Context: an optimization exercise on an open-source flow, tuned for small area. The choices shown serve that exercise and are no tape-out recipe. Where RTL was checked, it was by simulation tests only, not by an equivalence proof against the original. For runs 5 and 6, only the layout was checked, not whether the RTL still works.

<file path="config.mk">
export PLATFORM = sky130hd
export DESIGN_NAME = vig_permcore
export DESIGN_NICKNAME = vig_permcore
export VERILOG_FILES = /design/flow/design.v
export SDC_FILE = /design/flow/constraint.sdc
export NUM_CORES = 8
export LEC_CHECK = 0
export CAP_MARGIN = 20
export CORE_MARGIN = 2
export CORE_UTILIZATION = 50
export PLACE_DENSITY = 0.65
export SLEW_MARGIN = 20
</file>
<file path="constraint.sdc">
create_clock -name core_clock -period 55.0 [get_ports {clk}]
set_input_delay 11.0000 -clock core_clock [delete_from_list [all_inputs] [get_ports {clk}]]
set_output_delay 11.0000 -clock core_clock [all_outputs]
set_load 0.01 [all_outputs]
</file>
<file path="design.v">
module vig_permcore (
    input  wire       clk,
    input  wire       rst,         
    input  wire       in_valid,
    input  wire [1:0] in_op,       
    input  wire [7:0] in_data,
    input  wire [7:0] in_key,
    output wire       in_ready,
    output reg        out_valid,
    output wire [7:0] out_data,
    input  wire       out_ready,
    output reg        pvalid
);
    localparam OP_SEED      = 2'd0;
    localparam OP_SEED_LAST = 2'd1;
    localparam OP_ENC       = 2'd2;
    localparam OP_DEC       = 2'd3;
    function automatic [31:0] add;
        input [31:0] a;
        input [31:0] b;
        input        cin;
        integer n;
        reg c;
        begin
            c = cin;
            for (n = 0; n < 32; n = n + 1) begin
                add[n] = a[n] ^ b[n] ^ c;
                c = (a[n] & b[n]) | (a[n] & c) | (b[n] & c);
            end
        end
    endfunction
    reg        busy;        
    reg        start;       
    reg        fin;         
    reg        bld;         
    reg        bwd;         
    reg [15:0] h;           
    reg [15:0] s0;          
    reg [15:0] sf;          
    reg [15:0] s;           
    reg [7:0]  k;           
    reg [1:0]  ph;          
    reg [7:0]  r;           
    reg [7:0]  p;           
    reg [7:0]  key;         
    assign in_ready = !busy && (!out_valid || out_ready);
    wire in_fire  = in_valid && in_ready && !rst;
    wire out_fire = out_valid && out_ready;
    assign out_data = p;
    wire [31:0] hx     = add({16'd0, h}, {24'd0, in_data}, 1'b0);
    wire [31:0] h_sum  = add(hx, {11'd0, h, 5'd0}, 1'b0);
    wire [15:0] h_next = h_sum[15:0];
    wire        fw  = !bwd;
    wire [31:0] a1  = add({14'd0, s, fw ? 2'b11 : 2'b01}, {16'd0, s} ^ {32{bwd}}, 1'b1);
    wire [31:0] a2  = add({9'd0, a1[18:0], fw ? 4'b1110 : 4'b0011}, {13'd0, a1[18:0]} ^ {32{fw}}, fw);
    wire [31:0] gw  = add({6'd0, a2[21:0], 4'b1110}, {10'd0, a2[21:0]}, 1'b0);
    wire [15:0] mc  = bwd ? {gw[8:0], 6'b111111, gw[25]} : a2[15:0];
    wire [15:0] mb  = bwd ? gw[24:9] : {9'd0, a2[22:16]};
    wire [31:0] md  = add({16'd0, mc}, ~{16'd0, mb}, 1'b1);
    wire [31:0] mr  = add({16'd0, md[15:0]}, 32'd0, md[16]);               
    wire [15:0] sn  = mr[15:0];
    wire [7:0]  byt  = (bwd && ph[1]) ? key : sn[7:0];
    wire [3:0]  nib  = ph[0] ? byt[3:0] : byt[7:4];
    wire        big  = (k[7:4] != 4'd0) || (k[3:0] == 4'hf);    
    wire [7:0]  r_in = {r[7:4], r[3:0] | ({4{ph == 2'd1 && big}} & byt[7:4])};
    reg  [7:0]  q;
    reg  [31:0] t;
    integer b;
    always @* begin
        q = r_in;
        for (b = 3; b >= 0; b = b - 1) begin
            t = add({23'd0, q, nib[b]}, {23'd0, 1'b1, ~k}, 1'b0);    
            q = t[9] ? t[7:0] : {q[6:0], nib[b]};
        end
    end
    wire [7:0] j    = q;
    wire       hit  = (p == k) || (p == j);
    wire [7:0] p_tr = hit ? (p ^ k ^ j) : p;
    wire [31:0] pk  = add({24'd0, p}, {24'd0, key ^ {8{!bwd}}}, !bwd);   
    wire last_ph = (ph == 2'd3);
    wire k_end   = bwd ? (k == 8'd255) : (k == 8'd1);
    wire [7:0] k_nx = bwd ? k + 8'd1 : k - 8'd1;
    always @(posedge clk) begin
        if (rst) begin
            busy      <= 1'b0;
            start     <= 1'b0;
            fin       <= 1'b0;
            h         <= 16'd5381;
            pvalid    <= 1'b0;
            out_valid <= 1'b0;
        end else begin
            if (out_fire) out_valid <= 1'b0;
            if (in_fire) begin
                if (in_op == OP_SEED) begin
                    h <= h_next;
                end else begin
                    busy  <= 1'b1;
                    start <= 1'b1;
                    bld   <= (in_op == OP_SEED_LAST);
                    bwd   <= (in_op == OP_ENC);
                    k     <= (in_op == OP_ENC) ? 8'd1 : 8'd255;
                    ph    <= (in_op == OP_ENC) ? 2'd0 : 2'd1;
                    r     <= 8'd0;
                    p     <= in_data;
                    key   <= in_key;
                    if (in_op == OP_SEED_LAST) begin
                        h  <= 16'd5381;
                        s0 <= h_next;
                    end
                end
            end
            if (start) begin
                start <= 1'b0;
                s     <= bwd ? sf : s0;
                if (bwd) p <= pk[7:0];
            end else if (fin) begin
                fin  <= 1'b0;
                busy <= 1'b0;
                if (bld) begin
                    sf     <= s;
                    pvalid <= 1'b1;
                end else begin
                    out_valid <= 1'b1;
                    if (!bwd) p <= pk[7:0];
                end
            end else if (busy) begin
                r  <= last_ph ? 8'd0 : q;
                ph <= ph + 2'd1;
                if (ph[0]) s <= sn;
                if (bwd && ph == 2'd1) key <= s[7:0];
                if (last_ph) begin
                    p <= p_tr;
                    if (k_end)
                        fin <= 1'b1;
                    else begin
                        k  <= k_nx;
                        ph <= (k_nx[7:4] != 4'd0 || k_nx[3:0] == 4'hf) ? 2'd1 : 2'd0;
                    end
                end
            end
        end
    end
endmodule
</file>
<file path="flow/run.sh">
#!/bin/bash
# Own layout flow: the standard synthesis unchanged, then the standard layout with
# smaller port buffers and a clock tree of small buffers without dummy loads.
set -euo pipefail
bash standard.sh synth > synth.log 2>&1
bash standard.sh finish \
  BUFFER_PORTS_ARGS="-buffer_cell sky130_fd_sc_hd__buf_1" \
  CTS_ARGS="-sink_clustering_enable -repair_clock_nets -dont_use_dummy_load -buf_list {sky130_fd_sc_hd__clkbuf_4 sky130_fd_sc_hd__clkbuf_8}" \
  > layout.log 2>&1
</file>
<file path="standard.sh">
#!/bin/bash
# synth_recipe.tcl (not shown) runs the flow's synth.tcl, then flattens the netlist and writes it again
# the make line also repeats each setting of config.mk as NAME=value (left out here)
make -C /OpenROAD-flow-scripts/flow DESIGN_CONFIG=/design/flow/config.mk WORK_HOME=/design/flow/orfs CLKGATE_MAP_FILE= SYNTH_SCRIPT=/design/flow/synth_recipe.tcl "${@:-finish}"
</file>
==> implementation parameters, run 1 <==
Parameter                              Value

Outcome
  Outcome    finished clean

Timing
  Clock period minus worst slack    32180 ps
  Final setup violation count    0
  Clk_skew    30.36 ps
  Worst rel slew slack    0.3874
  Period utilisation layout    0.5852
  Highest clock frequency the design can meet    0.03107 GHz
  Worst Max-Slew Pin Slew    918.8 ps
  Fin. max-slew vios    0
  Number of hold violations in the final report    0
  Unrepaired setup endpoints after global routing    no
  Setup TNS after final layout    0 ps
  Hold WS    475.3 ps

Synthesis
  Ys flop type    edfxtp_1
  Number of distinct library cells after synthesis    69
  Synthesis warning total    1
  Part of the Yosys area used for sequential elements    0.2970
  Async set-or-reset flop fraction in the synthesized netlist    0
  Net count after synthesis    1143
  Cell area after technology mapping    9907 sq um
  Instance count of the mapped netlist    967
  Avg Inst Size Synth    10.25 sq um
  Number of synthesized flops with an enable pin    84
  Cells taking the most area after synthesis    edfxtp_1, fa_1, ha_1
  Share of the synthesized area in the top cell type    0.2546
  Cell taking the most area after synthesis    edfxtp_1
  Flip-flop and latch count after synthesis    105

Critical path
  Dominant delay contributor by cell family on the critical path    adder cells
  Buffer and inverter count on the worst path    20
  Critical register-to-register path startpoint    s[0]
  Capturing point of the worst reg2reg path    p[2]
  Data required, critical path    54990 ps
  Delay of the slowest cell on the worst path    860 ps
  Worst reg-to-reg setup slack    22820 ps
  Arr. time, crit path    32180 ps
  Crit. End Element    register
  Standard cell with the maximum stage delay on the critical path    o41ai_2
  Category of the most critical setup path    reg -> reg
  Cell repeated most along the worst path    fa_1
  Kind of start point of the critical path    register
  Peak fanout along the critical path    14
  Logic depth of the worst register-to-register path    117

Drt
  WL/cell    19.01 um
  Routed Wire Length    23480 um
  Routed vias/inst    5.623
  Total via count in the routed design    6945
  TritonRoute pass-1 iters    5
  Iteration-0 DRC count of the detailed router    599
  DRC violation count after routing    0
  Post-route antenna net violation count    0

Clock network
  Clock-pin transition on the worst setup and hold timing paths    100 ps
  Sink Count    105
  Number of buffers inserted to repair setup after CTS    0
  Hold buffer count at CTS    0
  Number of gates resized after cts    0
  Root Buffer    clkbuf_8
  CTS buffer count    9
  Clock tree from TritonCTS    yes
  Latest clock arrival within the worst-skew pair    380 ps
  Depth of the CTS H-tree    3
  Number of buffers on the longest clock path    2

Layout
  Share of the core filled with cells in the final layout    0.5322
  Area of all placed cells without fillers    10360 sq um
  Area added between synthesis and finish    4.559%
  Number of nets in the finished design    1148
  Most common cell after layout, fill and taps aside    inv_1
  Ant. Diodes    0
  Most frequent cells in the layout    inv_1, fa_1, edfxtp_1
  Ratio of cells with drive above 1 in the final layout    0.04536

Die
  Horizontal die dimension    144.8 um
  Starting Density    0.5090
  Std-Cell Core Area    19460 sq um
  Core Rows    51
  Die area    20960 sq um
  Io pins    33
  Die span in y    144.8 um

GRT
  GRT Residual Overflow    0
  Global-route total usage across every layer    0.2422
  Initial antenna violation count    0
  Maximum number of pins on one net before global-route repair    55
  Vias in the first global route    6990
  Global-route wire length before repair    38410 um

Placement
  Post-place instance area    10230 sq um
  Count of buffers inserted at the top-level ports    32
  DPL Wire Length    18430 um
  Final RePlAce weighted congestion    0.8838

Hold path
  Instance count along the most critical hold path    1
  Path category of the worst min-delay check    reg -> reg
  Hold Path Origin    pvalid
  Terminating pin of the worst hold path    pvalid

Job
  Max-cap violations    0
==> cells by family (layout without fill, tap and decap cells) <==
logic type                 count (synthesis)  after routing  share of synthesized area
AOI/OAI and AO/OA                        168            168                     0.1099
xor gates and xnor gates                 101            101                    0.08929
muxes                                     61             61                    0.06567
buffers and inverters                    157            160                    0.06176
adders and majority gates                160            160                     0.2771
and+or+nand+nor                          215            215                    0.09927
DFF                                      105            105                     0.2970
==> worst max path at each step <==
| stage | depth (start not counted) | end | start |
|---|---|---|---|
| floorplan | 122 | p[0] | bwd |
| global placement | 117 | p[0] | s[0] |
| detailed placement | 117 | p[7] | s[0] |
| global route | 117 | p[2] | s[0] |
| CTS | 117 | p[0] | s[0] |
| finish | 117 | p[2] | s[0] |
==> stage by stage <==
step                      setup slack, ps  instances
final                               22820       1235
after floorplan                     23410        967
after CTS                           22790       1235
after global placement              23410       1226
after global routing                21100       1235
after detailed placement            22810       1226
==> cell type report <==
class | instances | area [sq um]
fill | 1794 | 9104
multi-input combinational | 705 | 6352
sequential | 105 | 2943
inverter | 108 | 405.4
tap | 265 | 331.6
timing repair buffer | 43 | 202.7
clock buffer | 9 | 123.9
==> cell usage after synthesis (all sizes together) (4+ instances only) <==
library cell and instances:
and2 5, mux2i 50, a21oi 56, inv 107
nand2 81, nor2b 4, a31oi 6, nand2b 5
o21ai 43, dfxtp 21, a221o 4, nand3 6
clkbuf 30, nor4 4, a22o 10, ha 53
xnor2 52, and3 8, o221ai 7, a21o 4
nand3b 5, buf 19, fa 101, edfxtp 84
o21a 4, mux2 9, nor2 69, xor2 49
or2 5, nor3 10, maj3 6
==> per-layer routing <==
metal	vias up	share of wire	GRT usage
li1	3294	-	-
met1	3418	0.47	0.3680
met2	215	0.45	0.3622
met3	18	0.069	0.04574
met4	0	0.012	0.05110
met5	-	0	0
==> state kept, by name, summed over array words and instances, names as in the netlist <==
| name | cells |
|---|---|
| bld | 1 |
| p | 8 |
| s0 | 16 |
| out_valid | 1 |
| sf | 16 |
| s | 16 |
| ph | 2 |
| fin | 1 |
| k | 8 |
| h | 16 |
| busy | 1 |
| bwd | 1 |
| key | 8 |
| pvalid | 1 |
| start | 1 |
| r | 8 |
==> worst reg2reg max path, delay by kind of cell (launching register included) <==
kind	cells	cell delay (ps)
AOI/OAI and AO/OA	5	1400
and+or+nand+nor	6	1170
adders and majority gates	79	25290
DFF	1	580
muxes	5	1490
xor gates and xnor gates	2	310
buffers and inverters	20	1540
==> inputs of run 2 (changes only) <==
--- a/config.mk
+++ b/config.mk
@@ -6,4 +6,5 @@
 export NUM_CORES = 8
 export LEC_CHECK = 0
+export ABC_AREA = 1
 export CAP_MARGIN = 20
 export CORE_MARGIN = 2
==> implementation parameters, run 2 <==
Parameter                              Value

Outcome
  Outcome    finished clean

Die
  Die span in y    144.4 um (-0.26%)
  Io pins    33 (unchanged)
  Die area    20850 sq um (-0.51%)
  Starting Density    0.5080 (-0.001035)
  Horizontal die dimension    144.4 um (-0.26%)
  Core Rows    51 (unchanged)
  Std-Cell Core Area    19400 sq um (-0.33%)

Drt
  Routed vias/inst    5.415 (-3.7%)
  DRC violation count after routing    0 (unchanged)
  Post-route antenna net violation count    0 (unchanged)
  Total via count in the routed design    7678 (+11%)
  Routed Wire Length    24930 um (+6.2%)
  TritonRoute pass-1 iters    5 (unchanged)
  WL/cell    17.58 um (-7.5%)
  Iteration-0 DRC count of the detailed router    805 (+34%)

Layout
  Ratio of cells with drive above 1 in the final layout    0.04337 (-0.001996)
  Area of all placed cells without fillers    10330 sq um (-0.30%)
  Most frequent cells in the layout    nand2_1, inv_1, fa_1
  Share of the core filled with cells in the final layout    0.5324 (about the same)
  Area added between synthesis and finish    4.799%
  Number of nets in the finished design    1331 (+16%)
  Ant. Diodes    0 (unchanged)
  Most common cell after layout, fill and taps aside    nand2_1
  Filler instances    1883 (+5.0%)

GRT
  Maximum number of pins on one net before global-route repair    72 (+31%)
  Global routing's busiest layer    met1
  Vias in the first global route    7226 (+3.4%)
  Initial antenna violation count    0 (unchanged)
  Global-route wire length before repair    39360 um (+2.5%)
  Global-route total usage across every layer    0.2520 (+0.009856)
  GRT Residual Overflow    0 (unchanged)
  Met3 Resource Use GR    0.05265 (+0.006910)
  M2 GR Usage    0.3654 (+0.003213)
  Global-route track usage on met1    0.3929 (+0.02484)

Synthesis
  Net count after synthesis    1315 (+15%)
  Ys flop type    edfxtp_1
  Cell types with the highest counts after synthesis    nand2_1, inv_1, fa_1
  Flip-flop and latch count after synthesis    105 (unchanged)
  Synthesis warning total    1 (unchanged)
  Instance count of the mapped netlist    1139 (+18%)
  Avg Inst Size Synth    8.652 sq um (-16%)
  Number of synthesized flops with an enable pin    84 (unchanged)
  Most instantiated library cell after synthesis    nand2_1
  Number of distinct library cells after synthesis    45 (-35%)
  Part of the Yosys area used for sequential elements    0.2986 (+0.001584)
  Cell taking the most area after synthesis    edfxtp_1
  Share of the synthesized area in the top cell type    0.2560 (+0.001358)
  Cells taking the most area after synthesis    edfxtp_1, fa_1, nand2_1
  Cell area after technology mapping    9854 sq um (-0.53%)
  Async set-or-reset flop fraction in the synthesized netlist    0 (unchanged)

Clock network
  Depth of the CTS H-tree    3 (unchanged)
  Number of gates resized after cts    0 (unchanged)
  Number of buffers inserted to repair setup after CTS    0 (unchanged)
  Sink Count    105 (unchanged)
  Number of buffers on the longest clock path    2 (unchanged)
  Latest clock arrival within the worst-skew pair    400 ps (+20 ps)
  Clock-pin transition on the worst setup and hold timing paths    100 ps (about the same)
  Clock tree from TritonCTS    yes
  Root Buffer    clkbuf_8
  CTS buffer count    9 (unchanged)
  Hold buffer count at CTS    0 (unchanged)

Critical path
  Dominant delay contributor by cell family on the critical path    adder cells
  Buffer and inverter count on the worst path    20 (unchanged)
  Peak fanout along the critical path    71 (+57)
  Standard cell with the maximum stage delay on the critical path    buf_4
  Kind of start point of the critical path    register
  Data required, critical path    55010 ps (+20 ps)
  Crit. End Element    register
  Arr. time, crit path    30910 ps (-1270 ps)
  Cell repeated most along the worst path    fa_1
  Delay of the slowest cell on the worst path    720 ps (-140 ps)
  Category of the most critical setup path    reg -> reg

Timing
  Highest clock frequency the design can meet    0.03236 GHz (+4.2%)
  Clock period minus worst slack    30900 ps (-1286 ps)
  Clk_skew    40.03 ps (+9.668 ps)
  Worst rel slew slack    0.3908 (+0.003364)
  Setup TNS after final layout    0 ps (unchanged)
  Number of hold violations in the final report    0 (unchanged)
  Period utilisation layout    0.5618 (-0.02338)
  Fin. max-slew vios    0 (unchanged)
  Worst Max-Slew Pin Slew    913.8 ps (-5.046 ps)
  Unrepaired setup endpoints after global routing    no
  Final setup violation count    0 (unchanged)

Placement
  DPL Wire Length    20130 um (+9.2%)
  Post-place instance area    10200 sq um (-0.31%)
  Final RePlAce weighted congestion    0.9176 (+3.8%)
  Count of buffers inserted at the top-level ports    32 (unchanged)

Job
  Max-cap violations    0 (unchanged)

Hold path
  Path category of the worst min-delay check    reg -> reg
==> run 2: cell count changes in the layout (fill, tap and decap cells not counted), sizes merged, moves of 21 or more <==
cell / change
inv: +86
mux2i: -48
nand2: +152
nand3: +58
nor2: +21
o21ai: +28
o22ai: +34
xnor2: -28
==> run 2: path summary, 6_finish.rpt <==
kind	from	endpoint	slack, ps	cells after the start
setup / recovery	bwd	p[0]	24100	123
hold / removal	pvalid	pvalid	480	2
setup reg to reg	bwd	p[0]	24100	123
hold reg to reg	pvalid	pvalid	480	2
==> run 2: area by class of cell <==
cell class / count / area [sq um] / area share
Clock buffer: 9 / 123.9 / 0.01199
Inverter: 196 / 740.7 / 0.07172
Multi-Input combinational cell: 806 / 6031 / 0.5840
Sequential cell: 105 / 2943 / 0.2850
Tap cell: 265 / 331.6 / 0.03211
Timing Repair Buffer: 37 / 157.7 / 0.01527
==> run 2: worst min-delay path, stage by stage (launching register included) <==
cell and delay (ps):
dfxtp_1 340, nand2_1 50, o21ai_0 60
==> run 2: per-layer routing <==
| layer | part of all wire | vias up | routed length, um |
|---|---|---|---|
| li1 | - | 3690 | - |
| met1 | 0.48 | 3713 | 12040 |
| met2 | 0.43 | 254 | 10680 |
| met3 | 0.078 | 21 | 1936 |
| met4 | 0.011 | 0 | 282 |
| met5 | 0 | - | 0 |
==> run 2: kinds of logic (layout without fill, tap and decap cells) <==
group           count (synthesis)  count (layout)  share of synthesized area
mux                             2               2                   0.002032
fa+ha+maj                     154             154                     0.2725
simple gates                  413             413                     0.1778
buf+inv                       228             242                    0.09015
xor+xnor                       66              66                    0.05866
flops                         105             105                     0.2986
compound gates                171             171                     0.1003
==> run 2: through the flow <==
stage          setup slack [ps]  hold WS, ps  instances
2_1_floorplan             25290        449.8       1139
3_3_place_gp              24760        444.7       1409
3_5_place_dp              24010        451.9       1409
4_1_cts                   24150        478.2       1418
5_1_grt                   22480        512.3       1418
6_report                  24100        482.9       1418
==> inputs of run 3 (changes only) <==
--- a/flow/run.sh
+++ b/flow/run.sh
@@ -6,4 +6,4 @@
 bash standard.sh finish \
   BUFFER_PORTS_ARGS="-buffer_cell sky130_fd_sc_hd__buf_1" \
-  CTS_ARGS="-sink_clustering_enable -repair_clock_nets -dont_use_dummy_load -buf_list {sky130_fd_sc_hd__clkbuf_4 sky130_fd_sc_hd__clkbuf_8}" \
+  CTS_ARGS="-repair_clock_nets -dont_use_dummy_load -buf_list {sky130_fd_sc_hd__clkbuf_4 sky130_fd_sc_hd__clkbuf_8}" \
   > layout.log 2>&1
==> implementation parameters, run 3 <==
Parameter                              Value

Clock network
  Number of buffers inserted to repair setup after CTS    0 (unchanged)
  Number of gates resized after cts    0 (unchanged)
  Root Buffer    clkbuf_8
  Clock tree from TritonCTS    yes
  Hold buffer count at CTS    0 (unchanged)
  Number of buffers on the longest clock path    2 (unchanged)
  Latest clock arrival within the worst-skew pair    400 ps (about the same)
  Sink Count    105 (unchanged)
  Depth of the CTS H-tree    3 (unchanged)
  Clock-pin transition on the worst setup and hold timing paths    100 ps (about the same)
  CTS buffer count    9 (unchanged)

Synthesis
  Instance count of the mapped netlist    1139 (unchanged)
  Cell taking the most area after synthesis    edfxtp_1
  Flip-flop and latch count after synthesis    105 (unchanged)
  Number of synthesized flops with an enable pin    84 (unchanged)
  Cell types with the highest counts after synthesis    nand2_1, inv_1, fa_1
  Synthesis warning total    1 (unchanged)
  Part of the Yosys area used for sequential elements    0.2986 (unchanged)
  Ys flop type    edfxtp_1
  Number of distinct library cells after synthesis    45 (unchanged)
  Most instantiated library cell after synthesis    nand2_1
  Avg Inst Size Synth    8.652 sq um (unchanged)
  Net count after synthesis    1315 (unchanged)
  Share of the synthesized area in the top cell type    0.2560 (unchanged)
  Cells taking the most area after synthesis    edfxtp_1, fa_1, nand2_1
  Async set-or-reset flop fraction in the synthesized netlist    0 (unchanged)
  Cell area after technology mapping    9854 sq um (unchanged)

Drt
  Total via count in the routed design    7678 (unchanged)
  Routed vias/inst    5.415 (unchanged)
  Post-route antenna net violation count    0 (unchanged)
  Routed Wire Length    24930 um (unchanged)
  WL/cell    17.58 um (unchanged)
  TritonRoute pass-1 iters    5 (unchanged)
  Iteration-0 DRC count of the detailed router    805 (unchanged)
  DRC violation count after routing    0 (unchanged)

Critical path
  Standard cell with the maximum stage delay on the critical path    buf_4
  Crit. End Element    register
  Data required, critical path    55010 ps (about the same)
  Kind of start point of the critical path    register
  Worst reg-to-reg setup slack    24100 ps (about the same)
  Delay of the slowest cell on the worst path    720 ps (about the same)
  Arr. time, crit path    30910 ps (about the same)
  Peak fanout along the critical path    71 (unchanged)
  Cell repeated most along the worst path    fa_1
  Category of the most critical setup path    reg -> reg

Hold path
  Path category of the worst min-delay check    reg -> reg

Layout
  Non-filler instance count after layout    1418 (unchanged)
  Number of nets in the finished design    1331 (unchanged)
  Most frequent cells in the layout    nand2_1, inv_1, fa_1
  Ratio of cells with drive above 1 in the final layout    0.04337 (unchanged)
  Most common cell after layout, fill and taps aside    nand2_1
  Ant. Diodes    0 (unchanged)
  Share of the core filled with cells in the final layout    0.5324 (unchanged)
  Area added between synthesis and finish    4.799% (unchanged)

Timing
  Period utilisation layout    0.5618 (unchanged)
  Clock period minus worst slack    30900 ps (unchanged)
  Fin. max-slew vios    0 (unchanged)
  Worst rel slew slack    0.3908 (unchanged)
  Setup TNS after final layout    0 ps (unchanged)
  Final worst slack    24100 ps (unchanged)
  Number of hold violations in the final report    0 (unchanged)
  Final setup violation count    0 (unchanged)
  Unrepaired setup endpoints after global routing    no
  Worst Max-Slew Pin Slew    913.8 ps (unchanged)
  Hold WS    482.9 ps (unchanged)
  Clk_skew    40.03 ps (unchanged)
  Highest clock frequency the design can meet    0.03236 GHz (unchanged)

Placement
  Count of buffers inserted at the top-level ports    32 (unchanged)
  DPL Wire Length    20130 um (unchanged)
  Final RePlAce weighted congestion    0.9176 (unchanged)
  Inst Count DP    1409 (unchanged)
  Pre-CTS setup slack    24010 ps (unchanged)

Die
  Horizontal die dimension    144.4 um (unchanged)
  Core Rows    51 (unchanged)
  Starting Density    0.5080 (unchanged)
  Std-Cell Core Area    19400 sq um (unchanged)
  Io pins    33 (unchanged)
  Die area    20850 sq um (unchanged)
  Die span in y    144.4 um (unchanged)

Job
  Max-cap violations    0 (unchanged)

GRT
  Maximum number of pins on one net before global-route repair    72 (unchanged)
  Initial antenna violation count    0 (unchanged)
  Vias in the first global route    7226 (unchanged)
  Global-route total usage across every layer    0.2520 (unchanged)
  Global-route wire length before repair    39360 um (unchanged)
  GRT Residual Overflow    0 (unchanged)

Outcome
  Outcome    finished clean
-- run 3: logic make-up after synthesis --
kind of cell | synth area share
and+or+nand+nor | 0.1778
muxes | 0.002032
buffers and inverters | 0.09015
xor gates and xnor gates | 0.05866
DFF | 0.2986
AOI/OAI and AO/OA | 0.1003
adders and majority gates | 0.2725
-- run 3: routing by layer --
layer,global-route usage,part of all wire,wire length (um),vias to the layer above
li1,-,-,-,3690
met1,0.3929,0.48,12040,3713
met2,0.3654,0.43,10680,254
met3,0.05265,0.078,1936,21
met4,0.04599,0.011,282,0
met5,0,0,0,-
-- run 3: final timing paths --
check / start / end / cells after the start
max: bwd / p[0] / 123
min: pvalid / pvalid / 2
max reg2reg: bwd / p[0] / 123
min reg2reg: pvalid / pvalid / 2
-- run 3: layout make-up --
cell class / count / area, sq um
fill: 1883 / 9071
multi-input combinational: 806 / 6031
sequential: 105 / 2943
inverter: 196 / 740.7
tap: 265 / 331.6
timing repair buffer: 37 / 157.7
clock buffer: 9 / 123.9
-- run 3: through the flow --
step | cell area (sq um)
CTS | 10330
detailed placement | 10200
finish | 10330
global placement | 10200
global route | 10330
floorplan | 9854
-- run 3: critical path: cells and delay by family, from the launching register on --
kind                     cells  cell delay [ps]
AO/OA/AOI/OAI                3              650
XOR/XNOR                     2              300
adder cells (fa/ha/maj)     78            25040
buffers and inverters       20             1840
flip-flops                   1              390
AND/OR/NAND/NOR             20             2260
==> inputs of run 4 (changes only) <==
--- a/flow/run.sh
+++ b/flow/run.sh
@@ -6,4 +6,4 @@
 bash standard.sh finish \
   BUFFER_PORTS_ARGS="-buffer_cell sky130_fd_sc_hd__buf_1" \
-  CTS_ARGS="-repair_clock_nets -dont_use_dummy_load -buf_list {sky130_fd_sc_hd__clkbuf_4 sky130_fd_sc_hd__clkbuf_8}" \
+  CTS_ARGS="-sink_clustering_enable -sink_clustering_size 30 -sink_clustering_max_diameter 200 -repair_clock_nets -dont_use_dummy_load -buf_list {sky130_fd_sc_hd__clkbuf_8 sky130_fd_sc_hd__clkbuf_16}" \
   > layout.log 2>&1
==> implementation parameters, run 4 <==
Parameter                              Value

Placement
  Post-place instance area    10200 sq um (unchanged)
  Pre-CTS setup slack    24010 ps (unchanged)
  Count of buffers inserted at the top-level ports    32 (unchanged)
  DPL Wire Length    20130 um (unchanged)
  Final RePlAce weighted congestion    0.9176 (unchanged)

GRT
  Initial antenna violation count    0 (unchanged)
  Global-route wire length before repair    39520 um (+0.42%)
  GRT Residual Overflow    0 (unchanged)
  Global-route total usage across every layer    0.2532 (+0.001141)
  Maximum number of pins on one net before global-route repair    72 (unchanged)
  Vias in the first global route    7228 (+0.028%)

Clock network
  Clock-pin transition on the worst setup and hold timing paths    70 ps (-30 ps)
  Number of buffers on the longest clock path    2 (unchanged)
  Clock tree from TritonCTS    yes
  Sink Count    105 (unchanged)
  Number of buffers inserted to repair setup after CTS    0 (unchanged)
  CTS buffer count    9 (unchanged)
  Number of gates resized after cts    0 (unchanged)
  Depth of the CTS H-tree    3 (unchanged)
  Root Buffer    clkbuf_16
  Latest clock arrival within the worst-skew pair    350 ps (-50 ps)
  Hold buffer count at CTS    0 (unchanged)

Timing
  Final setup violation count    0 (unchanged)
  Clk_skew    24.20 ps (-15.84 ps)
  Fin. max-slew vios    0 (unchanged)
  Worst Max-Slew Pin Slew    921.3 ps (+7.532 ps)
  Period utilisation layout    0.5628 (+0.0009927)
  Hold WS    475.5 ps (-7.379 ps)
  Clock period minus worst slack    30950 ps (+54.60 ps)
  Setup TNS after final layout    0 ps (unchanged)
  Highest clock frequency the design can meet    0.03231 GHz (-0.18%)
  Worst rel slew slack    0.3858 (-0.005021)
  Number of hold violations in the final report    0 (unchanged)
  Final worst slack    24050 ps (-54.60 ps)
  Unrepaired setup endpoints after global routing    no

Layout
  Most common cell after layout, fill and taps aside    nand2_1
  Area added between synthesis and finish    5.828%
  Ratio of cells with drive above 1 in the final layout    0.04337 (unchanged)
  Most frequent cells in the layout    nand2_1, inv_1, fa_1
  Share of the core filled with cells in the final layout    0.5376 (+0.005224)
  Number of nets in the finished design    1331 (unchanged)
  Area of all placed cells without fillers    10430 sq um (+0.98%)
  Ant. Diodes    0 (unchanged)

Synthesis
  Share of the synthesized area in the top cell type    0.2560 (unchanged)
  Flip-flop and latch count after synthesis    105 (unchanged)
  Ys flop type    edfxtp_1
  Cells taking the most area after synthesis    edfxtp_1, fa_1, nand2_1
  Cell area after technology mapping    9854 sq um (unchanged)
  Most instantiated library cell after synthesis    nand2_1
  Synthesis warning total    1 (unchanged)
  Instance count of the mapped netlist    1139 (unchanged)
  Part of the Yosys area used for sequential elements    0.2986 (unchanged)
  Net count after synthesis    1315 (unchanged)
  Cell types with the highest counts after synthesis    nand2_1, inv_1, fa_1
  Avg Inst Size Synth    8.652 sq um (unchanged)
  Number of synthesized flops with an enable pin    84 (unchanged)
  Async set-or-reset flop fraction in the synthesized netlist    0 (unchanged)
  Cell taking the most area after synthesis    edfxtp_1
  Number of distinct library cells after synthesis    45 (unchanged)

Die
  Die span in y    144.4 um (unchanged)
  Starting Density    0.5080 (unchanged)
  Core Rows    51 (unchanged)
  Die area    20850 sq um (unchanged)
  Std-Cell Core Area    19400 sq um (unchanged)
  Horizontal die dimension    144.4 um (unchanged)
  Io pins    33 (unchanged)

Critical path
  Capturing point of the worst reg2reg path    p[0]
  Standard cell with the maximum stage delay on the critical path    buf_4
  Data required, critical path    54990 ps (-20 ps)
  Kind of start point of the critical path    register
  Delay of the slowest cell on the worst path    730 ps (about the same)
  Critical register-to-register path startpoint    bwd
  Crit. End Element    register
  Arr. time, crit path    30940 ps (+30 ps)
  Cell repeated most along the worst path    fa_1
  Logic depth of the worst register-to-register path    123 (unchanged)
  Category of the most critical setup path    reg -> reg
  Worst reg-to-reg setup slack    24050 ps (-50 ps)
  Peak fanout along the critical path    71 (unchanged)

Hold path
  Path category of the worst min-delay check    reg -> reg
  Terminating pin of the worst hold path    pvalid
  Hold Path Origin    pvalid
  Instance count along the most critical hold path    2 (unchanged)

Drt
  Post-route antenna net violation count    0 (unchanged)
  Routed Wire Length    24960 um (+0.11%)
  Iteration-0 DRC count of the detailed router    709 (-12%)
  Total via count in the routed design    7697 (+0.25%)
  DRC violation count after routing    0 (unchanged)
  WL/cell    17.60 um (+0.11%)
  Routed vias/inst    5.428 (+0.25%)
  TritonRoute pass-1 iters    5 (unchanged)

Outcome
  Outcome    finished clean

Job
  Max-cap violations    0 (unchanged)
-- run 4: worst max path at each step --
| stage | start | to | slack (ps) | cells after the start |
|---|---|---|---|---|
| after global placement | bwd | p[3] | 24760 | 123 |
| after floorplan | bwd | p[0] | 25290 | 129 |
| after global routing | bwd | p[0] | 22450 | 123 |
| after detailed placement | bwd | p[3] | 24010 | 123 |
| after CTS | bwd | p[0] | 24150 | 123 |
| final | bwd | p[0] | 24050 | 123 |
-- run 4: cells by family (layout without fill, tap and decap cells) --
| group | Yosys count | in the layout | share of synthesized area |
|---|---|---|---|
| xor+xnor | 66 | 66 | 0.05866 |
| flops | 105 | 105 | 0.2986 |
| buf+inv | 228 | 242 | 0.09015 |
| compound gates | 171 | 171 | 0.1003 |
| simple gates | 413 | 413 | 0.1778 |
| fa+ha+maj | 154 | 154 | 0.2725 |
| mux | 2 | 2 | 0.002032 |
-- run 4: stage by stage --
stage / instances
after global routing: 1418
after detailed placement: 1409
after floorplan: 1139
final: 1418
after global placement: 1409
after CTS: 1418
-- run 4: worst max-delay path: cells and delay by family (launching register included) --
kind / cells / cell delay [ps]
fa+ha+maj: 78 / 25100
simple gates: 20 / 2290
buf+inv: 20 / 1830
compound gates: 3 / 640
flops: 1 / 380
xor+xnor: 2 / 310
-- run 4: final cells by class --
class	count	area, sq um
clock buffers	9	225.2
fillers	1871	8970
inverters	196	740.7
multi-input cells	806	6031
flip-flops and latches	105	2943
well taps	265	331.6
repair buffers	37	157.7
-- run 4: layer usage --
| layer | GRT usage | up-vias | part of all wire |
|---|---|---|---|
| met2 | 0.3712 | 247 | 0.44 |
| met4 | 0.04037 | 0 | 0.0090 |
| met1 | 0.3925 | 3734 | 0.48 |
| met5 | 0 | - | 0 |
| met3 | 0.05430 | 22 | 0.076 |
| li1 | - | 3694 | - |
==> inputs of run 5 (changes only) <==
--- a/design.v
+++ b/design.v
@@ -38,5 +38,4 @@
     reg [15:0] s0;          
     reg [15:0] sf;          
-    reg [15:0] s;           
     reg [7:0]  k;           
     reg [1:0]  ph;          
@@ -44,4 +43,5 @@
     reg [7:0]  p;           
     reg [7:0]  key;         
+    wire [15:0] s = (bwd ^ start) ? s0 : sf;
     assign in_ready = !busy && (!out_valid || out_ready);
     wire in_fire  = in_valid && in_ready && !rst;
@@ -60,5 +60,5 @@
     wire [31:0] mr  = add({16'd0, md[15:0]}, 32'd0, md[16]);               
     wire [15:0] sn  = mr[15:0];
-    wire [7:0]  byt  = (bwd && ph[1]) ? key : sn[7:0];
+    wire [7:0]  byt  = (bwd && ph[1]) ? key : s[7:0];
     wire [3:0]  nib  = ph[0] ? byt[3:0] : byt[7:4];
     wire        big  = (k[7:4] != 4'd0) || (k[3:0] == 4'hf);    
@@ -112,11 +112,14 @@
             if (start) begin
                 start <= 1'b0;
-                s     <= bwd ? sf : s0;
-                if (bwd) p <= pk[7:0];
+                if (bwd) begin
+                    s0  <= sn;
+                    key <= s[7:0];
+                    p   <= pk[7:0];
+                end else
+                    sf  <= sn;
             end else if (fin) begin
                 fin  <= 1'b0;
                 busy <= 1'b0;
                 if (bld) begin
-                    sf     <= s;
                     pvalid <= 1'b1;
                 end else begin
@@ -127,6 +130,9 @@
                 r  <= last_ph ? 8'd0 : q;
                 ph <= ph + 2'd1;
-                if (ph[0]) s <= sn;
-                if (bwd && ph == 2'd1) key <= s[7:0];
+                if (ph[0] && !(last_ph && k_end)) begin
+                    if (bwd) s0 <= sn;
+                    else     sf <= sn;
+                end
+                if (bwd && last_ph) key <= s[7:0];
                 if (last_ph) begin
                     p <= p_tr;
==> flow/run.sh (replaced) <==
#!/bin/bash
# Own layout flow: the standard synthesis unchanged, then the standard layout with
# smaller port buffers and a clock tree of small buffers without dummy loads.
set -euo pipefail
bash standard.sh synth > synth.log 2>&1
bash standard.sh finish \
  BUFFER_PORTS_ARGS="-buffer_cell sky130_fd_sc_hd__buf_1" \
  CTS_ARGS="-sink_clustering_enable -repair_clock_nets -dont_use_dummy_load -buf_list {sky130_fd_sc_hd__clkbuf_4 sky130_fd_sc_hd__clkbuf_8}" \
  > layout.log 2>&1
--- a/config.mk
+++ b/config.mk
@@ -6,5 +6,4 @@
 export NUM_CORES = 8
 export LEC_CHECK = 0
-export ABC_AREA = 1
 export CAP_MARGIN = 20
 export CORE_MARGIN = 2
==> implementation parameters, run 5 <==
Parameter                              Value

Critical path
  Delay of the slowest cell on the worst path    260 ps (-470 ps)
  Standard cell with the maximum stage delay on the critical path    nor2_1
  Peak fanout along the critical path    2 (-97%)
  Worst reg-to-reg setup slack    34430 ps (+10380 ps)
  Arr. time, crit path    11570 ps (-19370 ps)
  Cell repeated most along the worst path    buf_1
  Cells along the critical path    buf_1 -> nor2b_1 -> nor2_1 -> buf_1
  Dominant delay contributor by cell family on the critical path    simple AND/OR/NAND/NOR gates
  Kind of start point of the critical path    input pin
  Crit. End Element    output pin
  Buffer and inverter count on the worst path    2 (-90%)
  Start point of the critical path    out_ready
  Data required, critical path    44000 ps (-10990 ps)
  Critical register-to-register path startpoint    bwd
  Category of the most critical setup path    in -> out

Placement
  DPL Wire Length    19620 um (-2.5%)
  Count of buffers inserted at the top-level ports    32 (unchanged)
  Final RePlAce weighted congestion    0.8751 (-4.6%)

Clock network
  Number of buffers on the longest clock path    2 (unchanged)
  CTS buffer count    9 (unchanged)
  Depth of the CTS H-tree    3 (unchanged)
  Sink Count    89 (-15%)
  Clock tree from TritonCTS    yes
  Hold buffer count at CTS    0 (unchanged)
  Number of gates resized after cts    0 (unchanged)
  Root Buffer    clkbuf_8
  Clock-pin transition on the worst setup and hold timing paths    80 ps (about the same)
  Latest clock arrival within the worst-skew pair    390 ps (+40 ps)
  Number of buffers inserted to repair setup after CTS    0 (unchanged)

Synthesis
  Part of the Yosys area used for sequential elements    0.2447 (-0.05388)
  Share of the synthesized area in the top cell type    0.2030 (-0.05301)
  Net count after synthesis    1268 (-3.6%)
  Avg Inst Size Synth    9.205 sq um (+6.4%)
  Instance count of the mapped netlist    1093 (-4.0%)
  Number of distinct library cells after synthesis    66 (+47%)
  Flip-flop and latch count after synthesis    89 (-15%)
  Cell types with the highest counts after synthesis    nand2_1, inv_1, nor2_1
  Synthesis warning total    1 (unchanged)
  Async set-or-reset flop fraction in the synthesized netlist    0 (unchanged)
  Ys flop type    edfxtp_1
  Most instantiated library cell after synthesis    nand2_1
  Cell area after technology mapping    10060 sq um (+2.1%)
  Cell taking the most area after synthesis    edfxtp_1
  Cells taking the most area after synthesis    edfxtp_1, fa_1, ha_1
  Number of synthesized flops with an enable pin    68 (-19%)

Timing
  Clock period minus worst slack    22570 ps (-8382 ps)
  Period utilisation layout    0.4104 (-0.1524)
  Final setup violation count    0 (unchanged)
  Clk_skew    22.91 ps (-1.289 ps)
  Worst Max-Slew Pin Slew    929.1 ps (+7.765 ps)
  Number of hold violations in the final report    0 (unchanged)
  Worst rel slew slack    0.3783 (-0.007465)
  Fin. max-slew vios    0 (unchanged)
  Highest clock frequency the design can meet    0.04431 GHz (+37%)
  Unrepaired setup endpoints after global routing    no
  Setup TNS after final layout    0 ps (unchanged)

Hold path
  Hold Path Origin    h[15]
  Path category of the worst min-delay check    reg -> reg

Layout
  Filler instances    1840 (-1.7%)
  Most common cell after layout, fill and taps aside    nand2_1
  Ant. Diodes    0 (unchanged)
  Most frequent cells in the layout    nand2_1, inv_1, nor2_1
  Leading registers by flop count    h (16), s0 (16), sf (16)
  Ratio of cells with drive above 1 in the final layout    0.05926 (+0.01589)
  Number of nets in the finished design    1257 (-5.6%)
  Area added between synthesis and finish    4.104%
  Share of the core filled with cells in the final layout    0.5346 (-0.002954)

Die
  Die span in y    145.9 um (+1.0%)
  Starting Density    0.5136 (+0.005574)
  Die area    21270 sq um (+2.0%)
  Io pins    33 (unchanged)
  Std-Cell Core Area    19590 sq um (+0.99%)
  Horizontal die dimension    145.9 um (+1.0%)
  Core Rows    51 (unchanged)

GRT
  Global-route total usage across every layer    0.2505 (-0.002653)
  Global-route wire length before repair    42100 um (+6.5%)
  Vias in the first global route    7776 (+7.6%)
  GRT Residual Overflow    0 (unchanged)
  Initial antenna violation count    0 (unchanged)
  Maximum number of pins on one net before global-route repair    67 (-6.9%)

Job
  Max-cap violations    0 (unchanged)

Drt
  Total via count in the routed design    7744 (+0.61%)
  Routed Wire Length    25460 um (+2.0%)
  DRC violation count after routing    0 (unchanged)
  Iteration-0 DRC count of the detailed router    691 (-2.5%)
  WL/cell    18.93 um (+7.5%)
  Post-route antenna net violation count    0 (unchanged)
  Routed vias/inst    5.758 (+6.1%)
  TritonRoute pass-1 iters    5 (unchanged)

Outcome
  Outcome    finished clean
[run 5: worst paths after layout]
kind | endpoint | cells after the start
max reg2reg | s0[15] | 74
min reg2reg | h[15] | 2
min | h[15] | 2
max | in_ready | 4
[run 5: metal layers]
| metal | vias up | share of wire | track usage |
|---|---|---|---|
| met5 | - | 0 | 0 |
| met4 | 0 | 0.025 | 0.07304 |
| met3 | 40 | 0.054 | 0.04608 |
| met2 | 249 | 0.47 | 0.4002 |
| met1 | 3768 | 0.45 | 0.3497 |
| li1 | 3687 | - | - |
[run 5: layout make-up]
type                    count  area, sq um  area share
clock buffers               9        123.9     0.01183
inverters                 110        412.9     0.03942
repair buffers             43        202.7     0.01935
well taps                 265        331.6     0.03166
flip-flops and latches     89         2462      0.2351
multi-input cells         829         6940      0.6626
[run 5: kinds of logic (layout without fill, tap and decap cells)]
group | Yosys count | after routing | share of synthesized area
AND/OR/NAND/NOR | 301 | 301 | 0.1312
AO/OA/AOI/OAI | 210 | 210 | 0.1328
buffers and inverters | 175 | 162 | 0.06716
adder cells (fa/ha/maj) | 160 | 160 | 0.2719
XOR/XNOR | 99 | 99 | 0.08693
flip-flops | 89 | 89 | 0.2447
multiplexers | 59 | 59 | 0.06529
[run 5: worst min-delay path, delay by kind of cell (launching register included)]
family,cells,cell delay [ps]
buffers and inverters,1,50
flip-flops,1,320
AO/OA/AOI/OAI,1,60
[run 5: through the flow]
step           cell area [sq um]  cells  hold WS [ps]  setup WS, ps
2_1_floorplan              10060   1093         441.5         32780
3_3_place_gp               10340   1336         455.5         32430
3_5_place_dp               10340   1336         462.5         32440
4_1_cts                    10460   1345         474.5         32440
5_1_grt                    10470   1345         508.3         32400
6_report                   10470   1345         476.9         32430
==> inputs of run 6 (changes only) <==
--- a/config.mk
+++ b/config.mk
@@ -6,4 +6,5 @@
 export NUM_CORES = 8
 export LEC_CHECK = 0
+export ABC_AREA = 1
 export CAP_MARGIN = 20
 export CORE_MARGIN = 2
==> implementation parameters, run 6 <==
Parameter                              Value

Synthesis
  Ys flop type    edfxtp_1
  Number of synthesized flops with an enable pin    68 (unchanged)
  Async set-or-reset flop fraction in the synthesized netlist    0 (unchanged)
  Cells taking the most area after synthesis    edfxtp_1, fa_1, nand2_1
  Number of distinct library cells after synthesis    56 (-15%)
  Most instantiated library cell after synthesis    nand2_1
  Part of the Yosys area used for sequential elements    0.2425 (-0.002232)
  Share of the synthesized area in the top cell type    0.2011 (-0.001851)
  Avg Inst Size Synth    7.995 sq um (-13%)
  Cell area after technology mapping    10150 sq um (+0.92%)
  Flip-flop and latch count after synthesis    89 (unchanged)
  Instance count of the mapped netlist    1270 (+16%)
  Net count after synthesis    1445 (+14%)
  Synthesis warning total    1 (unchanged)
  Cell taking the most area after synthesis    edfxtp_1
  Cell types with the highest counts after synthesis    nand2_1, inv_1, fa_1

Drt
  Routed Wire Length    26020 um (+2.2%)
  DRC violation count after routing    0 (unchanged)
  Total via count in the routed design    8264 (+6.7%)
  Routed vias/inst    5.332 (-7.4%)
  Iteration-0 DRC count of the detailed router    463 (-33%)
  WL/cell    16.79 um (-11%)
  TritonRoute pass-1 iters    5 (unchanged)
  Post-route antenna net violation count    0 (unchanged)

Hold path
  Hold Path Origin    pvalid
  Path category of the worst min-delay check    reg -> reg
  Instance count along the most critical hold path    2 (unchanged)
  Terminating pin of the worst hold path    pvalid

Die
  Horizontal die dimension    146.5 um (+0.45%)
  Starting Density    0.5050 (-0.008531)
  Die area    21460 sq um (+0.89%)
  Die span in y    146.5 um (+0.45%)
  Core Rows    52 (+2.0%)
  Std-Cell Core Area    20100 sq um (+2.6%)
  Io pins    33 (unchanged)

Critical path
  Logic depth of the worst register-to-register path    78 (+5.4%)
  Category of the most critical setup path    in -> out
  Start point of the critical path    out_ready
  Data required, critical path    44000 ps (about the same)
  Crit. End Element    output pin
  Kind of start point of the critical path    input pin
  Worst reg-to-reg setup slack    34600 ps (+170 ps)
  Arr. time, crit path    11400 ps (-170 ps)
  Dominant delay contributor by cell family on the critical path    buffers and inverters
  Critical register-to-register path startpoint    bwd
  Cells along the critical path    buf_1 -> nor2_1 -> nor2_1 -> buf_1
  Peak fanout along the critical path    2 (unchanged)
  Capturing point of the worst reg2reg path    s0[15]
  Standard cell with the maximum stage delay on the critical path    buf_1
  Buffer and inverter count on the worst path    2 (unchanged)
  Delay of the slowest cell on the worst path    170 ps (-90 ps)

Layout
  Ant. Diodes    0 (unchanged)
  Area of all placed cells without fillers    10620 sq um (+1.4%)
  Share of the core filled with cells in the final layout    0.5281 (-0.006519)
  Number of nets in the finished design    1457 (+16%)
  Most common cell after layout, fill and taps aside    nand2_1
  Non-filler instance count after layout    1550 (+15%)
  Most frequent cells in the layout    nand2_1, inv_1, fa_1
  Area added between synthesis and finish    4.572%
  Ratio of cells with drive above 1 in the final layout    0.06016 (+0.0008970)
  Leading registers by flop count    h (16), s0 (16), sf (16)

Clock network
  Sink Count    89 (unchanged)
  Number of gates resized after cts    0 (unchanged)
  Clock tree from TritonCTS    yes
  Depth of the CTS H-tree    3 (unchanged)
  Hold buffer count at CTS    0 (unchanged)
  Latest clock arrival within the worst-skew pair    390 ps (about the same)
  CTS buffer count    9 (unchanged)
  Number of buffers on the longest clock path    2 (unchanged)
  Root Buffer    clkbuf_8
  Number of buffers inserted to repair setup after CTS    0 (unchanged)
  Clock-pin transition on the worst setup and hold timing paths    60 ps (-20 ps)

GRT
  Initial antenna violation count    0 (unchanged)
  Global-route wire length before repair    42730 um (+1.5%)
  Vias in the first global route    8159 (+4.9%)
  GRT Residual Overflow    0 (unchanged)
  Maximum number of pins on one net before global-route repair    54 (-19%)
  Global-route total usage across every layer    0.2543 (+0.003760)

Timing
  Highest clock frequency the design can meet    0.04464 GHz (+0.76%)
  Final setup violation count    0 (unchanged)
  Setup TNS after final layout    0 ps (unchanged)
  Worst Max-Slew Pin Slew    948.4 ps (+19.26 ps)
  Fin. max-slew vios    0 (unchanged)
  Clock period minus worst slack    22400 ps (-169.3 ps)
  Period utilisation layout    0.4073 (-0.003078)
  Clk_skew    31.01 ps (+8.103 ps)
  Number of hold violations in the final report    0 (unchanged)
  Unrepaired setup endpoints after global routing    no
  Hold WS    455.1 ps (-21.79 ps)
  Worst rel slew slack    0.3654 (-0.01289)

Placement
  Final RePlAce weighted congestion    0.9432 (+7.8%)
  Post-place instance area    10490 sq um (+1.5%)
  Inst Count DP    1541 (+15%)
  DPL Wire Length    20720 um (+5.6%)
  Count of buffers inserted at the top-level ports    32 (unchanged)

Outcome
  Outcome    finished clean

Job
  Max-cap violations    0 (unchanged)
-- run 6: changes by cell type after synthesis, moves of 13 or more --
cell,previous run,this run
nor2_1,105,58
mux2_2,19,2
nand2_1,117,303
a31oi_1,25,6
mux2i_1,36,3
o21ai_0,51,69
nand3_1,13,88
xnor2_1,53,21
inv_1,109,206
clkbuf_1,55,21
or2_2,5,18
-- run 6: area by class of cell --
class                   instances  area, sq um
fillers                      1988         9487
flip-flops and latches         89         2462
repair buffers                 40        180.2
well taps                     270        337.8
clock buffers                   9        123.9
inverters                     217        819.5
multi-input cells             925         6694
-- run 6: worst max-delay path by stage --
stage,to,slack (ps),cells past startpoint
5_1_grt,in_ready,32520,4
3_5_place_dp,in_ready,32600,4
3_3_place_gp,in_ready,32600,4
4_1_cts,in_ready,32600,4
2_1_floorplan,in_ready,32780,2
6_report,in_ready,32600,4
-- run 6: per-stage QoR --
stage                     setup slack (ps)
after floorplan                      32780
after global placement               32600
final                                32600
after global routing                 32520
after CTS                            32600
after detailed placement             32600
-- run 6: routing by layer --
layer,wire length [um],track usage,vias up
li1,-,-,4102
met5,0,0,-
met4,804,0.07767,0
met1,11210,0.3320,3942
met2,13020,0.4392,170
met3,985,0.03781,50
-- run 6: kinds of logic after synthesis --
kind of cell             Yosys count  synth area share
buffers and inverters            256           0.09920
flip-flops                        89            0.2425
multiplexers                       5          0.005176
AO/OA/AOI/OAI                    189            0.1076
AND/OR/NAND/NOR                  514            0.2271
adder cells (fa/ha/maj)          153            0.2625
XOR/XNOR                          64           0.05595
-- run 6: worst min-delay path: cells and delay by family (launching register included) --
| kind | cells | cell delay [ps] |
|---|---|---|
| DFF | 1 | 310 |
| AOI/OAI and AO/OA | 1 | 50 |
| buffers and inverters | 1 | 50 |
==> inputs of run 7 (changes only) <==
--- a/design.v
+++ b/design.v
@@ -35,5 +35,5 @@
     reg        bld;         
     reg        bwd;         
-    reg [15:0] h;           
+    reg        hashing;     
     reg [15:0] s0;          
     reg [15:0] sf;          
@@ -48,6 +48,7 @@
     wire out_fire = out_valid && out_ready;
     assign out_data = p;
-    wire [31:0] hx     = add({16'd0, h}, {24'd0, in_data}, 1'b0);
-    wire [31:0] h_sum  = add(hx, {11'd0, h, 5'd0}, 1'b0);
+    wire [15:0] h      = hashing ? s0 : 16'd5381;
+    wire [31:0] h33    = add({11'd0, h, 5'd0}, {16'd0, h}, 1'b0);
+    wire [31:0] h_sum  = add(h33, {24'd0, in_data}, 1'b0);
     wire [15:0] h_next = h_sum[15:0];
     wire        fw  = !bwd;
@@ -86,5 +87,5 @@
             start     <= 1'b0;
             fin       <= 1'b0;
-            h         <= 16'd5381;
+            hashing   <= 1'b0;
             pvalid    <= 1'b0;
             out_valid <= 1'b0;
@@ -93,5 +94,6 @@
             if (in_fire) begin
                 if (in_op == OP_SEED) begin
-                    h <= h_next;
+                    s0      <= h_next;
+                    hashing <= 1'b1;
                 end else begin
                     busy  <= 1'b1;
@@ -105,6 +107,6 @@
                     key   <= in_key;
                     if (in_op == OP_SEED_LAST) begin
-                        h  <= 16'd5381;
-                        s0 <= h_next;
+                        s0      <= h_next;
+                        hashing <= 1'b0;
                     end
                 end
--- a/config.mk
+++ b/config.mk
@@ -6,5 +6,4 @@
 export NUM_CORES = 8
 export LEC_CHECK = 0
-export ABC_AREA = 1
 export CAP_MARGIN = 20
 export CORE_MARGIN = 2
==> implementation parameters, run 7 <==
Parameter                              Value

Timing
  Setup TNS after final layout    0 ps (unchanged)
  Worst Max-Slew Pin Slew    888.5 ps (-59.87 ps)
  Unrepaired setup endpoints after global routing    no
  Final setup violation count    0 (unchanged)
  Fin. max-slew vios    0 (unchanged)
  Number of hold violations in the final report    0 (unchanged)
  Clock period minus worst slack    22520 ps (+122.2 ps)
  Period utilisation layout    0.4095 (+0.002222)
  Worst rel slew slack    0.4049 (+0.03948)
  Highest clock frequency the design can meet    0.04440 GHz (-0.54%)
  Hold WS    476.4 ps (+21.29 ps)
  Clk_skew    39.41 ps (+8.398 ps)

Clock network
  Number of buffers inserted to repair setup after CTS    0 (unchanged)
  Sink Count    74 (-17%)
  Root Buffer    clkbuf_8
  Number of gates resized after cts    0 (unchanged)
  Clock-pin transition on the worst setup and hold timing paths    80 ps (+20 ps)
  Latest clock arrival within the worst-skew pair    380 ps (about the same)
  Hold buffer count at CTS    0 (unchanged)
  Number of buffers on the longest clock path    2 (unchanged)
  CTS buffer count    9 (unchanged)
  Depth of the CTS H-tree    3 (unchanged)
  Clock tree from TritonCTS    yes

Die
  Die area    20470 sq um (-4.6%)
  Die span in y    143.1 um (-2.3%)
  Starting Density    0.5136 (+0.008580)
  Std-Cell Core Area    18830 sq um (-6.3%)
  Io pins    33 (unchanged)
  Core Rows    50 (-3.8%)
  Horizontal die dimension    143.1 um (-2.3%)

Critical path
  Kind of start point of the critical path    input pin
  Data required, critical path    44000 ps (about the same)
  Dominant delay contributor by cell family on the critical path    simple AND/OR/NAND/NOR gates
  Arr. time, crit path    11520 ps (+120 ps)
  Standard cell with the maximum stage delay on the critical path    nor2b_1
  Cell repeated most along the worst path    buf_1
  Start point of the critical path    out_ready
  Delay of the slowest cell on the worst path    190 ps (+20 ps)
  Buffer and inverter count on the worst path    2 (unchanged)
  Critical register-to-register path startpoint    bwd
  Worst reg-to-reg setup slack    34500 ps (-100 ps)
  Category of the most critical setup path    in -> out
  Cells along the critical path    buf_1 -> nand2b_1 -> nor2b_1 -> buf_1
  Peak fanout along the critical path    2 (unchanged)
  Crit. End Element    output pin

Synthesis
  Cell taking the most area after synthesis    edfxtp_1
  Instance count of the mapped netlist    1029 (-19%)
  Xor-xnor portion of the synthesized cell area    0.08939 (+0.03345)
  Cells taking the most area after synthesis    edfxtp_1, fa_1, ha_1
  Async set-or-reset flop fraction in the synthesized netlist    0 (unchanged)
  Cell area after technology mapping    9672 sq um (-4.7%)
  Mux contribution to synthesized area    0.09806 (+0.09288)
  Part of the Yosys area used for sequential elements    0.2235 (-0.01897)
  Simple-gate portion of the synthesized area    0.1330 (-0.09412)
  Flip-flop and latch count after synthesis    74 (-17%)
  Number of synthesized flops with an enable pin    68 (unchanged)
  Synthesis warning total    1 (unchanged)
  Main combinational cell family by area after synthesis    adder cells
  Synthesized-area fraction occupied by ao, oa, aoi and oai cells    0.1175 (+0.009886)
  Number of distinct library cells after synthesis    67 (+20%)
  Synth Area in Adders    0.2803 (+0.01786)
  Cell types with the highest counts after synthesis    nand2_1, fa_1, inv_1
  Most instantiated library cell after synthesis    nand2_1
  Ys flop type    edfxtp_1
  Net count after synthesis    1203 (-17%)
  Share of the synthesized area in the top cell type    0.2111 (+0.01002)
  Avg Inst Size Synth    9.399 sq um (+18%)

GRT
  Global-route wire length before repair    38980 um (-8.8%)
  Global-route total usage across every layer    0.2458 (-0.008466)
  Initial antenna violation count    0 (unchanged)
  GRT Residual Overflow    0 (unchanged)
  Maximum number of pins on one net before global-route repair    54 (unchanged)
  Vias in the first global route    7257 (-11%)

Placement
  DPL Wire Length    18450 um (-11%)
  Final RePlAce weighted congestion    0.8677 (-8.0%)
  Post-place instance area    10010 sq um (-4.6%)
  Count of buffers inserted at the top-level ports    32 (unchanged)

Job
  Max-cap violations    0 (unchanged)

Layout
  Filler instances    1721 (-13%)
  Area added between synthesis and finish    4.851%
  Leading registers by flop count    s0 (16), sf (16)
  Share of the core filled with cells in the final layout    0.5385 (+0.01041)
  Most common cell after layout, fill and taps aside    nand2_1
  Ratio of cells with drive above 1 in the final layout    0.07902 (+0.01887)
  Ant. Diodes    0 (unchanged)
  Number of nets in the finished design    1201 (-18%)
  Most frequent cells in the layout    nand2_1, fa_1, inv_1
  Area of all placed cells without fillers    10140 sq um (-4.5%)

Drt
  Total via count in the routed design    7280 (-12%)
  Iteration-0 DRC count of the detailed router    534 (+15%)
  DRC violation count after routing    0 (unchanged)
  TritonRoute pass-1 iters    5 (unchanged)
  WL/cell    18.43 um (+9.8%)
  Routed vias/inst    5.665 (+6.3%)
  Routed Wire Length    23690 um (-9.0%)
  Post-route antenna net violation count    0 (unchanged)

Outcome
  Outcome    finished clean

Hold path
  Path category of the worst min-delay check    reg -> reg
  Hold Path Origin    pvalid
run 7: cell count changes after synthesis, moves of 34 or more:
cell / before / now
nand2_1: 303 / 135
inv_1: 206 / 89
nand3_1: 88 / 14
mux2i_1: 3 / 52
xnor2_1: 21 / 57
mux2_2: 2 / 36
run 7: per-stage QoR:
step / instances / setup WS, ps
global route: 1285 / 32440
floorplan: 1029 / 32670
global placement: 1276 / 32500
finish: 1285 / 32480
detailed placement: 1276 / 32500
CTS: 1285 / 32490
run 7: layer usage:
metal	vias to the layer above	GRT usage	share of wire
li1	3493	-	-
met5	-	0	0
met2	179	0.4268	0.50
met4	0	0.04690	0.015
met3	25	0.02716	0.039
met1	3583	0.3346	0.44
run 7: worst paths after layout:
kind	to	cells after the start
setup / recovery	in_ready	4
hold / removal	pvalid	2
setup reg to reg	s0[15]	73
hold reg to reg	pvalid	2
run 7: cell families after synthesis:
kind of cell	Yosys count
simple gates	288
fa+ha+maj	158
buf+inv	148
xor+xnor	94
compound gates	177
mux	90
flops	74
run 7: cell type report:
class | instances | area (sq um) | share of cell area
inverter | 90 | 337.8 | 0.03331
clock buffer | 9 | 123.9 | 0.01221
tap | 260 | 325.3 | 0.03208
multi-input combinational | 807 | 6974 | 0.6877
sequential | 74 | 2162 | 0.2132
timing repair buffer | 45 | 217.7 | 0.02147
run 7: tightest hold or removal path: stages (launching register included):
cell and delay (ps):
dfxtp_1 340, a21oi_1 40, nor2_1 70

-- port drivers added, routing unchanged --
In the flow no input, the clock included, has a driving cell. The finished layouts below were timed again as built, in two steps. Step 1 (the two cells are an assumption about what drives the block):
set clk [get_ports {clk}]
set_driving_cell -lib_cell sky130_fd_sc_hd__clkbuf_16 $clk
set_driving_cell -lib_cell sky130_fd_sc_hd__buf_2 [delete_from_list [all_inputs] $clk]
Step 2 also shifts input and output timing later by t, the mid clock arrival at the registers, as if the neighbouring blocks saw the same clock. a / b / c = ideal / step 1 / step 2; a / b = the first two.
| run | t, ns | slack for setup (ns) | cell pins on the clock port's net |
|---|---|---|---|
| run 1 | 0.397 | 22.816 / 22.816 / 22.816 | 1 |
| run 2 | 0.412 | 24.102 / 24.102 / 24.102 | 1 |
| run 3 | 0.412 | 24.102 / 24.102 / 24.102 | 1 |
| run 4 | 0.386 | 24.047 / 24.047 / 24.047 | 1 |
| run 5 | 0.412 | 32.430 / 32.400 / 32.400 | 1 |
| run 6 | 0.411 | 32.599 / 32.575 / 32.575 | 1 |
| run 7 | 0.397 | 32.477 / 32.453 / 32.453 | 1 |
After both steps every run listed still meets setup and hold. For run 5, which loses most, drivers alone change the setup slack by -0.030 ns; drivers and shift together by -0.030 ns.
